This is an optimization exercise on Yosys and OpenROAD, whose aim is small area, a short achievable clock period and few clock cycles per item, not a production implementation. The RTL was checked by simulation tests, not by an equivalence proof against the original design.

// vm_fpu
module vm_fpu (
    input  wire        clk,
    input  wire        rst,
    input  wire        in_valid,
    output wire        in_ready,
    input  wire [7:0]  in_op,
    input  wire [63:0] in_a,
    input  wire [63:0] in_b,
    output reg         out_valid,
    output reg  [63:0] out_result
);
Size in the first run: roughly 12,000 cells after synthesis, about 810 flip-flops, roughly 210 I/O pins, roughly 86,000 µm² of cells after synthesis.
clock: 14.0 ns
lec_check: 0
abc_area: 1
cap_margin: 20
core_margin: 2
core_utilization: 40
cts_buf_list: sky130_fd_sc_hd__clkbuf_4 sky130_fd_sc_hd__clkbuf_8
setup_slack_margin: 5
slew_margin: 20
run.sh (not shown) runs the stock make flow with config.mk's settings and CLKGATE_MAP_FILE= SYNTH_SCRIPT=/design/flow/synth_recipe.tcl, a recipe that flattens the netlist after the stock synthesis.
Testbench counts at the start, summed over its fixed seeds: cycles 17,392, ops 4,800.
Rerun with:
Settings changed: CORE_UTILIZATION 40 to 50, CTS_BUF_LIST sky130_fd_sc_hd__clkbuf_4 sky130_fd_sc_hd__clkbuf_8 to default.
The new run finished clean.
Worst setup slack is worse by 99 ps.
Die area came out lower by about a fifth.
Via count came out higher slightly.
Hold slack is better by 12 ps.
Synthesized cell count stays the same.
Non-clock buffer count came out lower by 25.
Wire length came out lower by a few percent.
Count of clock-buffer cells in the layout came out lower by 104.
Global-route usage came out higher by 6.6 points.


Setup of JK:
Another version of the RTL of vm_fpu (not shown whole).
For scale: roughly 810 flip-flops, roughly 87000 sq um of cells after synthesis.
// vm_fpu
module vm_fpu (
    input  wire        clk,
    input  wire        rst,
    input  wire        in_valid,
    output wire        in_ready,
    input  wire [7:0]  in_op,
    input  wire [63:0] in_a,
    input  wire [63:0] in_b,
    output reg         out_valid,
    output reg  [63:0] out_result
);
    localparam [1:0] K_ADD = 2'd0, K_MUL = 2'd1, K_DIV = 2'd2, K_SP = 2'd3;
    localparam [63:0] QNAN = 64'h7FF8000000000000;
    localparam integer DR  = 5;                     
    localparam integer DIT = (55 + DR - 1) / DR;    
    localparam integer NQ  = DR * DIT;              
    reg         va;
    reg  [1:0]  op1;             
    reg  [63:0] a1, b1;
    reg         a1h, b1h, a1fz, b1fz, a1em, b1em;    
    reg  [2:0]  b1cz;            
    always @(posedge clk) begin
        begin
            a1  <= in_a;
            b1  <= in_b;
            op1 <= in_op[3:2];
            a1h  <= (in_a[62:52] != 11'd0);
            b1h  <= (in_b[62:52] != 11'd0);
            a1fz <= (in_a[51:0] == 52'd0);
            b1fz <= (in_b[51:0] == 52'd0);
            a1em <= (&in_a[62:52]);
            b1cz <= {(in_b[32:22] == 11'd0), (in_b[21:11] == 11'd0), (in_b[10:0] == 11'd0)};
            b1em <= (&in_b[62:52]);
        end
        if (rst) va <= 1'b0;
        else     va <= in_valid & in_ready;
    end
    wire [10:0] ea1   = a1[62:52];
    wire [10:0] eb1   = b1[62:52];
    wire        a_fz  = a1fz;
    wire        b_fz  = b1fz;
    wire        a_ez  = !a1h;
    wire        b_ez  = !b1h;
    wire        a_em  = a1em;
    wire        b_em  = b1em;
    wire        a_nan = a_em & !a_fz;
    wire        b_nan = b_em & !b_fz;
    wire        a_inf = a_em & a_fz;
    wire        b_inf = b_em & b_fz;
    wire        a_zero = a_ez & a_fz;
    wire        b_zero = b_ez & b_fz;
    wire        sa1   = a1[63];
    wire        sb1   = b1[63] ^ (op1 == 2'd1);
    wire        ps1   = a1[63] ^ b1[63];
    wire [10:0] ea1e  = {ea1[10:1], ea1[0] | !a1h};
    wire [10:0] eb1e  = {eb1[10:1], eb1[0] | !b1h};
    wire [52:0] ma1   = {a1h, a1[51:0]};
    wire [52:0] mb1   = {b1h, b1[51:0]};
    reg special1, sp_nan1, sp_inf1, sp_sign1;
    always @(*) begin
        special1 = 1'b1;
        sp_nan1  = 1'b0;
        sp_inf1  = 1'b0;
        sp_sign1 = ps1;
        if (!op1[1]) begin
            sp_sign1 = a_inf ? sa1 : sb1;
  ...
==> flow/config.mk <==
export PLATFORM = sky130hd
export DESIGN_NAME = vm_fpu
export DESIGN_NICKNAME = vm_fpu
export VERILOG_FILES = /design/flow/design.v
export SDC_FILE = /design/flow/constraint.sdc
export NUM_CORES = 4
export LEC_CHECK = 0
export ABC_AREA = 1
export CAP_MARGIN = 20
export CORE_MARGIN = 2
export CORE_UTILIZATION = 40
export SETUP_SLACK_MARGIN = 5
export SLEW_MARGIN = 20
==> flow/constraint.sdc <==
create_clock -name core_clock -period 14.0 [get_ports {clk}]
set_input_delay 2.8000 -clock core_clock [delete_from_list [all_inputs] [get_ports {clk}]]
set_output_delay 2.8000 -clock core_clock [all_outputs]
set_load 0.01 [all_outputs]
JK has completed all stages; timing, DRC and antenna checks passed.
Testbench counts of JK, summed over its fixed seeds: cycles 17,392, ops 4,800.
Relative to JK, the following input files were edited for MS:
--- a/flow/config.mk
+++ b/flow/config.mk
@@ -11 +11 @@
-export CORE_UTILIZATION = 40
+export CORE_UTILIZATION = 50
==> comparison <==
The final reports for MS and JK show proportion of layout cells with a drive suffix above 1 higher in the former. MS -> JK: register-to-register slack flat. MS ends up with a detailed-placement wirelength estimate that is 30000 um higher than in JK.

[separate check: timing with driven ports]
In the flow no input, the clock included, has a driving cell. The finished layouts below were timed again as built, in two steps.
Step 1 sets driving cells, clkbuf_16 on the clock port and buf_2 on the other inputs (assumed; they add their load-dependent delay and slew).
Step 2 moves the port delays by t, midway between the first and last clock arrival at a register: inputs arrive t later, outputs are due t later. That takes back most of the time a late clock gives input paths.
Slacks: ideal / step 1 / step 2; pairs: ideal / step 1.
run	shift t [ns]	setup WS [ns]	worst setup path at the end
the first run of note 1	1.050	5.374 / 5.374 / 5.374	register to register
the second run of note 1	0.876	5.275 / 5.275 / 5.275	register to register
JK	0.881	5.287 / 5.287 / 5.287	register to register
MS	0.875	5.297 / 5.297 / 5.297	register to register
After both steps every run listed still meets setup and hold.
